From an optimization exercise on the open Yosys and OpenROAD flow, aimed at small area, a short achievable clock period and few clock cycles; shortcuts taken in it are not production practice.
At most, simulation tests tie the RTL to the original design; equivalence was not proved.
Power and IR drop assume default switching activity.

## v6
## bat_ms
module bat_ms (
    input  wire        clk,
    input  wire        rst,
    input  wire        start,
    input  wire [1:0]  cfg_nsrc_m1,
    input  wire [15:0] cfg_bits_in_m1,           
    input  wire [15:0] cfg_in_align_repeat,      
    input  wire [15:0] cfg_in_align_bits_m1,     
    input  wire [3:0]  cfg_out_align_repeat,
    input  wire [3:0]  cfg_out_align_bits_m1,
    input  wire [15:0] cfg_repeat,
    input  wire [3:0]  in_valid,
    input  wire [3:0]  in_eod,
    input  wire [31:0] in_data,
    output wire [3:0]  in_ready,
    output wire        out_valid,
    output wire [7:0]  out_data,
    input  wire        out_ready,
    output wire        busy,
    output reg         ended_eod
);
export LEC_CHECK = 0
export CAP_MARGIN = 20
export CORE_MARGIN = 2
export CORE_UTILIZATION = 40
export PLACE_DENSITY = 0.6
export SLEW_MARGIN = 20
create_clock -name core_clock -period 10.0 [get_ports {clk}]
standard.sh (not shown) runs the stock make flow with config.mk's settings and CLKGATE_MAP_FILE= SYNTH_SCRIPT=/design/flow/synth_recipe.tcl, a recipe that flattens the netlist after the stock synthesis.
==> flow/flow/run.sh <==
#!/bin/bash
set -euo pipefail
MARGIN=6
sed "s|^make -C |make SETUP_SLACK_MARGIN=${MARGIN} -C |" standard.sh > standard_margin.sh
bash standard_margin.sh > standard_margin.log 2>&1
v6 | status: complete | timing, DRC, antenna: pass
[inputs] v7 vs v6
==> flow/flow/run.sh <==
#!/bin/bash
set -euo pipefail
MARGIN=6
sed "s|^make -C |make SETUP_SLACK_MARGIN=${MARGIN} 'BUFFER_PORTS_ARGS=-buffer_cell sky130_fd_sc_hd__buf_1' -C |" standard.sh > standard_margin.sh
bash standard_margin.sh > standard_margin.log 2>&1
[summary]
- Compare v6 and v7 | arrival time of the worst setup path lower: v7
- Wire: v7 routes less than v6
- Delta (v7 minus v6): worst setup slack went up; utilization went down.
- Compared with v6, v7 shows total power lower by 4.8%.
- Number of clock buffers in the layout, v6 and v7: lower on v7
- Reported for v6 and v7, number of failing hold endpoints at the final stage turned out identical to the last digit.
- v7 vs v6 on final area: v7 is the lower one.
Function was not checked in any run of this note: the RTL went through the layout flow alone.


The RTL this note starts from:
==> flow/design.v <==
module bat_ms (
    input  wire        clk,
    input  wire        rst,
    input  wire        start,
    input  wire [1:0]  cfg_nsrc_m1,
    input  wire [15:0] cfg_bits_in_m1,           
    input  wire [15:0] cfg_in_align_repeat,      
    input  wire [15:0] cfg_in_align_bits_m1,     
    input  wire [3:0]  cfg_out_align_repeat,
    input  wire [3:0]  cfg_out_align_bits_m1,
    input  wire [15:0] cfg_repeat,
    input  wire [3:0]  in_valid,
    input  wire [3:0]  in_eod,
    input  wire [31:0] in_data,
    output wire [3:0]  in_ready,
    output wire        out_valid,
    output wire [7:0]  out_data,
    input  wire        out_ready,
    output wire        busy,
    output reg         ended_eod
);
    localparam [1:0] S_IDLE = 2'd0,
                     S_RUN  = 2'd1,
                     S_SKIP = 2'd2,
                     S_END  = 2'd3;
    reg [1:0]  state;
    reg [1:0]  nsrc_m1;
    reg [3:0]  bm1   [0:3];       
    reg [3:0]  in_n  [0:3];       
    reg [3:0]  in_pu [0:3];       
    reg [3:0]  out_m;             
    reg [3:0]  out_pu;            
    reg [15:0] rep_left;
    reg        rep_en;
    reg        rep_last;          
    reg [1:0]  src;
    reg        lst;               
    reg [3:0]  in_cd [0:3];
    reg        sd    [0:3];       
    reg [3:0]  out_cd;
    reg        od;                
    reg [3:0]  skip_left;
    reg [6:0]  acc   [0:3];
    reg [4:0]  ad    [0:3];
    reg        part;
    reg [7:0]  hold;
    reg        s_v;
    reg        s_free;
    reg [15:0] s_bits;
    reg [5:0]  s_lim;
    reg        s_pad;
    reg [31:0] em;
    reg [5:0]  em_n;
    reg [2:0]  pp;                
    reg [3:0]  pk;                
    reg [1:0]  poi;               
    reg [5:0]  pr;                
    integer i;
    wire        flushing = (state == S_END) && !s_v;
    assign out_valid = (em_n[5:3] != 3'd0) || (flushing && em_n[2:0] != 3'd0);
    assign out_data  = em[31:24];
    wire        fire     = out_valid && out_ready;
    wire        s_take   = s_v && (em_n <= s_lim);
    wire [31:0] s_ins    = {s_bits, 16'd0} >> em_n[4:0];
    wire [5:0]  s_add    = 6'd32 - s_lim + (s_pad ? {2'b0, out_pu} : 6'd0);
    wire [5:0]  em_a     = em_n + (s_take ? s_add : 6'd0);
    wire [5:0]  em_f     = em_a - 6'd8;
    wire [5:0]  em_n_nx  = !fire ? em_a : (em_n[5:3] != 3'd0) ? em_f : 6'd0;
    wire        done_now = flushing && (em_n == 6'd0 || (em_n <= 6'd8 && out_ready));
    wire [3:0]  c_bm1   = bm1[src];
    wire [3:0]  c_n     = in_n[src];
    wire [3:0]  c_cd    = in_cd[src];
    wire [3:0]  c_pad   = in_pu[src];
    wire [6:0]  c_a7    = acc[src];
    wire [4:0]  c_ad    = ad[src];
    wire [2:0]  c_a3    = c_ad[2:0] + c_bm1[2:0] + 3'd1;
    wire        c_sd    = sd[src];
    wire        c_valid = in_valid[src];
    wire        c_eod   = in_eod[src];
    wire [7:0]  c_data  = in_data[8*src +: 8];
    wire        opaddue  = lst && od;
    wire        pad_ok   = (!c_sd || (pp > {1'b0, src})) && (!opaddue || (pp == 3'd5));
    wire        need     = part || c_ad[4];
    wire        run_go   = (state == S_RUN) && s_free && pad_ok;
    wire        run_rdy  = run_go && need;
    wire        skip_rdy = (state == S_SKIP) && s_free;
    assign in_ready = (run_rdy || skip_rdy) ? (4'b0001 << src) : 4'b0000;
    wire        take     = (run_rdy || skip_rdy) && c_valid;
    wire        take_eod = take && c_eod;
    wire        take_dat = take && !c_eod;
    wire [14:0] c_acc    = {c_a7, part ? hold : {1'b0, c_a7}};
    wire [3:0]  c_an     = {part, c_a3};
    wire [22:0] x_bits   = {c_acc, c_data};
    wire [37:0] x_sh     = {x_bits, 15'd0} >> c_an;
    wire [15:0] s_mask   = ~(16'h7fff >> c_bm1);
    wire [15:0] smp      = x_sh[22:7] & s_mask;
    wire [2:0]  left     = c_ad[2:0];
    wire        one_ok   = c_ad[3];
    wire        issue    = run_go && (!need || (take_dat && (part || one_ok)));
    wire        partial  = run_go && need && !part && !one_ok && take_dat;
    wire        skip_in  = c_sd && (c_pad > {1'b0, left});
    wire [2:0]  a_new    = left - (c_sd ? c_pad[2:0] : 3'd0);
    wire [2:0]  a_skip   = 3'd0 - skip_left[2:0];
    wire [4:0]  nbm1     = ~{1'b0, c_bm1};
    wire        skip_done = skip_rdy && take_dat && (skip_left <= 4'd8);
    wire        step_done = (issue && !skip_in) || skip_done;
    wire        win_end   = step_done && lst;
    wire        rep_end   = win_end && rep_last;
    wire        pp_src   = (pp[2] == 1'b0);
    wire [1:0]  ppi      = pp[1:0];
    wire [3:0]  pu_xm1   = bm1[pp_src ? ppi : poi];
    wire [3:0]  pu_y     = pp_src ? in_n[ppi] : out_m;
    wire [3:0]  pu_um1   = pp_src ? in_pu[ppi] : out_pu;
    wire        pu_need  = pp_src ? ((ppi <= nsrc_m1) && (pu_y != 4'd0)) : (pu_y != 4'd0);
    wire [5:0]  pr_one   = pr + (pr[5] ? {2'b00, pu_um1} : {2'b11, ~pu_xm1}) + {5'd0, pr[5]};
    wire [5:0]  pr_next  = pr_one + (pr_one[5] ? {2'b00, pu_um1} + 6'd1 : 6'd0);
    assign busy = (state != S_IDLE);
    always @(posedge clk) begin
        if (rst) begin
            state     <= S_IDLE;
            ended_eod <= 1'b0;
            s_v       <= 1'b0;
            s_free    <= 1'b1;
            em_n      <= 6'd0;
            em        <= 32'd0;
        end else begin
            if (s_take)
                em <= fire ? ((em | s_ins) << 8) : (em | s_ins);
            else if (fire)
                em <= em << 8;
            em_n <= em_n_nx;
            if (s_free) begin
                s_v    <= issue || (skip_done && opaddue);
                s_bits <= (state == S_RUN) ? smp : 16'd0;
                s_lim  <= (state == S_RUN) ? 6'd31 - {2'b0, c_bm1} : 6'd32;
                s_pad  <= opaddue && ((state != S_RUN) || !skip_in);
                s_free <= !(issue || (skip_done && opaddue)) ||
                          (em_n_nx <= ((state == S_RUN) ? 6'd31 - {2'b0, c_bm1} : 6'd32));
            end else begin
                s_free <= (em_n_nx <= {1'b0, s_lim});
            end
            if (state != S_IDLE && pp != 3'd5) begin
                if (!pu_need) begin
                    pp  <= pp + 3'd1;
                end else if (pr[5] || pk != pu_y) begin
                    pr <= pr_next;
                    if (!pr[5]) begin
                        if (pp_src || poi == nsrc_m1) begin
                            pk  <= pk + 4'd1;
                            poi <= 2'd0;
                        end else begin
                            poi <= poi + 2'd1;
                        end
                    end
                end else begin
                    if (pp_src)
                        in_pu[ppi] <= pr[3:0];
                    else
                        out_pu <= pr[3:0];
                    pp <= pp + 3'd1;
                    pk <= 4'd0;
                    pr <= 6'd0;
                end
            end
            if (take)
                hold <= c_data;
            case (state)
            S_IDLE: begin
                if (start) begin
                    nsrc_m1 <= cfg_nsrc_m1;
                    for (i = 0; i < 4; i = i + 1) begin
                        bm1[i]   <= cfg_bits_in_m1[4*i +: 4];
                        in_n[i]  <= cfg_in_align_repeat[4*i +: 4];
                        in_cd[i] <= cfg_in_align_repeat[4*i +: 4];
                        sd[i]    <= (cfg_in_align_repeat[4*i +: 4] == 4'd1);
                        in_pu[i] <= cfg_in_align_bits_m1[4*i +: 4];
                        ad[i]    <= ~{1'b0, cfg_bits_in_m1[4*i +: 4]};
                    end
                    out_m    <= cfg_out_align_repeat;
                    out_cd   <= cfg_out_align_repeat;
                    od       <= (cfg_out_align_repeat == 4'd1);
                    out_pu   <= cfg_out_align_bits_m1;
                    rep_left <= cfg_repeat;
                    rep_en   <= (cfg_repeat != 16'd0);
                    rep_last <= (cfg_repeat == 16'd1);
                    src      <= 2'd0;
                    lst      <= (cfg_nsrc_m1 == 2'd0);
                    pp       <= 3'd0;
                    pk       <= 4'd0;
                    poi      <= 2'd0;
                    pr       <= 6'd0;
                    part     <= 1'b0;
                    em       <= 32'd0;
                    state    <= S_RUN;
                end
            end
            S_RUN: begin
                if (take_eod) begin
                    ended_eod <= 1'b1;
                    state     <= S_END;
                end else if (issue) begin
                    part <= 1'b0;
                    if (take)
                        acc[src] <= c_data[6:0];
                    if (skip_in) begin
                        ad[src]    <= nbm1;
                        skip_left  <= c_pad - {1'b0, left};
                        state      <= S_SKIP;
                    end else begin
                        ad[src]    <= {2'b0, a_new} + nbm1;
                    end
                    if (c_n != 4'd0) begin
                        in_cd[src] <= c_sd ? c_n : c_cd - 4'd1;
                        sd[src]    <= c_sd ? (c_n == 4'd1) : (c_cd == 4'd2);
                    end
                end else if (partial) begin
                    part <= 1'b1;
                end
            end
            S_SKIP: begin
                if (take_eod) begin
                    ended_eod <= 1'b1;
                    state     <= S_END;
                end else if (take_dat) begin
                    acc[src] <= c_data[6:0];
                    if (skip_done) begin
                        ad[src]    <= {2'b0, a_skip} + nbm1;
                        state      <= S_RUN;
                    end else begin
                        skip_left <= skip_left - 4'd8;
                    end
                end
            end
            S_END: begin
                if (done_now)
                    state <= S_IDLE;
            end
            endcase
            if (step_done) begin
                if (lst) begin
                    src <= 2'd0;
                    lst <= (nsrc_m1 == 2'd0);
                    if (out_m != 4'd0) begin
                        out_cd <= od ? out_m : out_cd - 4'd1;
                        od     <= od ? (out_m == 4'd1) : (out_cd == 4'd2);
                    end
                    if (rep_en) begin
                        rep_left <= rep_left - 16'd1;
                        rep_last <= (rep_left == 16'd2);
                    end
                end else begin
                    src <= src + 2'd1;
                    lst <= (src + 2'd1 == nsrc_m1);
                end
            end
            if (rep_end) begin
                ended_eod <= 1'b0;
                state     <= S_END;
            end
        end
    end
endmodule
clock: 10.0 ns
lec_check: 0
cap_margin: 20
core_margin: 2
core_utilization: 65
place_density: 0.8
slew_margin: 20
==> flow/flow/run.sh <==
#!/bin/bash
set -euo pipefail
MARGIN=6
sed "s|^make -C |make SETUP_SLACK_MARGIN=${MARGIN} -C |" standard.sh > standard_margin.sh
bash standard_margin.sh > standard_margin.log 2>&1
The first run completed with no timing, DRC or antenna violations.
Testbench counts at the start, summed over its fixed seeds: cycles 48,584.
Rerun with:
==> flow/flow/run.sh (replaced) <==
#!/bin/bash
set -euo pipefail
MARGIN=6.5
sed "s|^make -C |make SETUP_SLACK_MARGIN=${MARGIN} -C |" standard.sh > standard_margin.sh
bash standard_margin.sh > standard_margin.log 2>&1
- CORE_UTILIZATION: 65 -> 40
- PLACE_DENSITY: 0.8 -> 0.6
The changed run completed with no timing, DRC or antenna violations.
Global-route usage went down by 13 points.
Setup slack gains 0.047 ns.
Clock skew shrinks by 0.012 ns.
Design area goes up by 9.0%.
Maximum frequency rises by about 1.1%.
Critical path depth goes up by 3.
Clock-buffer cell count rises by 9.
Routed wire length climbs by 0.35%.
Utilization shrinks by 28 points.
First-iteration DRC count shrinks by 39%.
Die area is higher by about 60%.
Rerun with:
==> flow/flow/run.sh (replaced) <==
#!/bin/bash
set -euo pipefail
MARGIN=5.5
sed "s|^make -C |make SETUP_SLACK_MARGIN=${MARGIN} 'BUFFER_PORTS_ARGS=-buffer_cell sky130_fd_sc_hd__buf_1' -C |" standard.sh > standard_margin.sh
bash standard_margin.sh > standard_margin.log 2>&1
- CORE_UTILIZATION: 40 -> 55
- CTS_CLUSTER_DIAMETER: default -> 70
- CTS_CLUSTER_SIZE: default -> 30
- PLACE_DENSITY: 0.6 -> 0.75
What happened: Setup slack got worse by 0.033 ns. Synthesized area does not change. Utilization is higher by 7.1 points. Hold slack improved by 0.0052 ns. Final area came out lower by 18%. Power came out lower by 19%. Maximum frequency goes down by 0.74%. Register-to-register slack gets worse by 0.11 ns. Die area decreases by 27%. Critical path depth decreases by 3.
Rerun with:
==> flow/flow/run.sh (replaced) <==
#!/bin/bash
set -euo pipefail
MARGIN=6
sed "s|^make -C |make SETUP_SLACK_MARGIN=${MARGIN} 'BUFFER_PORTS_ARGS=-buffer_cell sky130_fd_sc_hd__buf_2' -C |" standard.sh > standard_margin.sh
bash standard_margin.sh > standard_margin.log 2>&1
- CORE_UTILIZATION: 55 -> 40
- CTS_CLUSTER_DIAMETER: 70 -> default
- CTS_CLUSTER_SIZE: 30 -> default
- PLACE_DENSITY: 0.75 -> 0.6
What happened:
- final cell count increases by 11%
- global-route usage drops by 5.7 points
- sequential power stays flat
- flip-flop and latch count does not change
- utilization went down by 13 points
Rerun with:
==> flow/flow/run.sh (replaced) <==
#!/bin/bash
set -euo pipefail
MARGIN=5.5
sed "s|^make -C |make SETUP_SLACK_MARGIN=${MARGIN} 'BUFFER_PORTS_ARGS=-buffer_cell sky130_fd_sc_hd__buf_1' -C |" standard.sh > standard_margin.sh
bash standard_margin.sh > standard_margin.log 2>&1
- CORE_UTILIZATION: 40 -> 50
- PLACE_DENSITY: 0.6 -> 0.7
After rerunning:
- count of clock-buffer cells in the layout fell by 5
- non-clock buffer count fell by 48
- via count fell slightly
- die area fell by about a fifth
- sequential share of layout area rose by 2.4 points
- global-route usage rose by 3.4 points
- area after synthesis is unchanged
- setup slack is worse by 0.064 ns
- total power fell by a few percent
- clock skew rose by 0.0031 ns
Rerun with:
==> flow/flow/run.sh (replaced) <==
#!/bin/bash
set -euo pipefail
MARGIN=6
sed "s|^make -C |make SETUP_SLACK_MARGIN=${MARGIN} -C |" standard.sh > standard_margin.sh
bash standard_margin.sh > standard_margin.log 2>&1
- CORE_UTILIZATION: 50 -> 40
- PLACE_DENSITY: 0.7 -> 0.6
Clock power came out higher by about 4%.
Design area came out higher by 13%.
Power came out higher by 12%.
Hold slack is about the same.
Sequential share of layout area came out lower by 4.3 points.
First-iteration DRC count came out lower by 12%.
Global-route usage came out lower by 2.9 points.

-- separate check: timing with driven ports --
In the flow no input, the clock included, has a driving cell. The finished layouts below were timed again as built, in two steps.
Step 1 (the two cells are an assumption about what drives the block):
set clk [get_ports {clk}]
set_driving_cell -lib_cell sky130_fd_sc_hd__clkbuf_16 $clk
set_driving_cell -lib_cell sky130_fd_sc_hd__buf_2 [delete_from_list [all_inputs] $clk]
Step 2, shift: input delay + t, output delay - t, t = (earliest + latest rising clock arrival at the registers) / 2. This alone moves slack from input paths to output paths.
Slacks: ideal ports / drivers / drivers and shift; pairs: ideal ports / drivers.
| run | t, ns | setup WS [ns] | hold WS [ns] | slew at the worst register clock pin (ns) | pins driven straight from the clock port |
|---|---|---|---|---|---|
| v6 | 0.639 | 5.757 / 5.784 / 5.144 | 0.473 / 0.473 / 0.473 | 0.07 / 0.07 | 1 |
| v7 | 0.624 | 5.775 / 5.775 / 5.430 | 0.474 / 0.474 / 0.474 | 0.07 / 0.07 | 1 |
| the first run of note 2 | 0.613 | 5.571 / 5.518 / 5.366 | 0.456 / 0.456 / 0.456 | 0.07 / 0.07 | 1 |
| the second run of note 2 | 0.624 | 5.618 / 5.560 / 5.306 | 0.454 / 0.454 / 0.454 | 0.07 / 0.07 | 1 |
| the third run of note 2 | 0.573 | 5.585 / 5.532 / 5.096 | 0.460 / 0.460 / 0.460 | 0.11 / 0.11 | 1 |
| the fourth run of note 2 | 0.613 | 5.631 / 5.580 / 5.329 | 0.454 / 0.454 / 0.454 | 0.06 / 0.06 | 1 |
| the fifth run of note 2 | 0.605 | 5.567 / 5.517 / 5.032 | 0.456 / 0.456 / 0.456 | 0.07 / 0.07 | 1 |
| the sixth run of note 2 | 0.615 | 5.620 / 5.565 / 5.312 | 0.454 / 0.454 / 0.454 | 0.06 / 0.06 | 1 |
After both steps every run listed still meets setup and hold. The setup slack of v6, which loses most, moves by +0.027 ns with the drivers and by -0.613 ns with both steps.
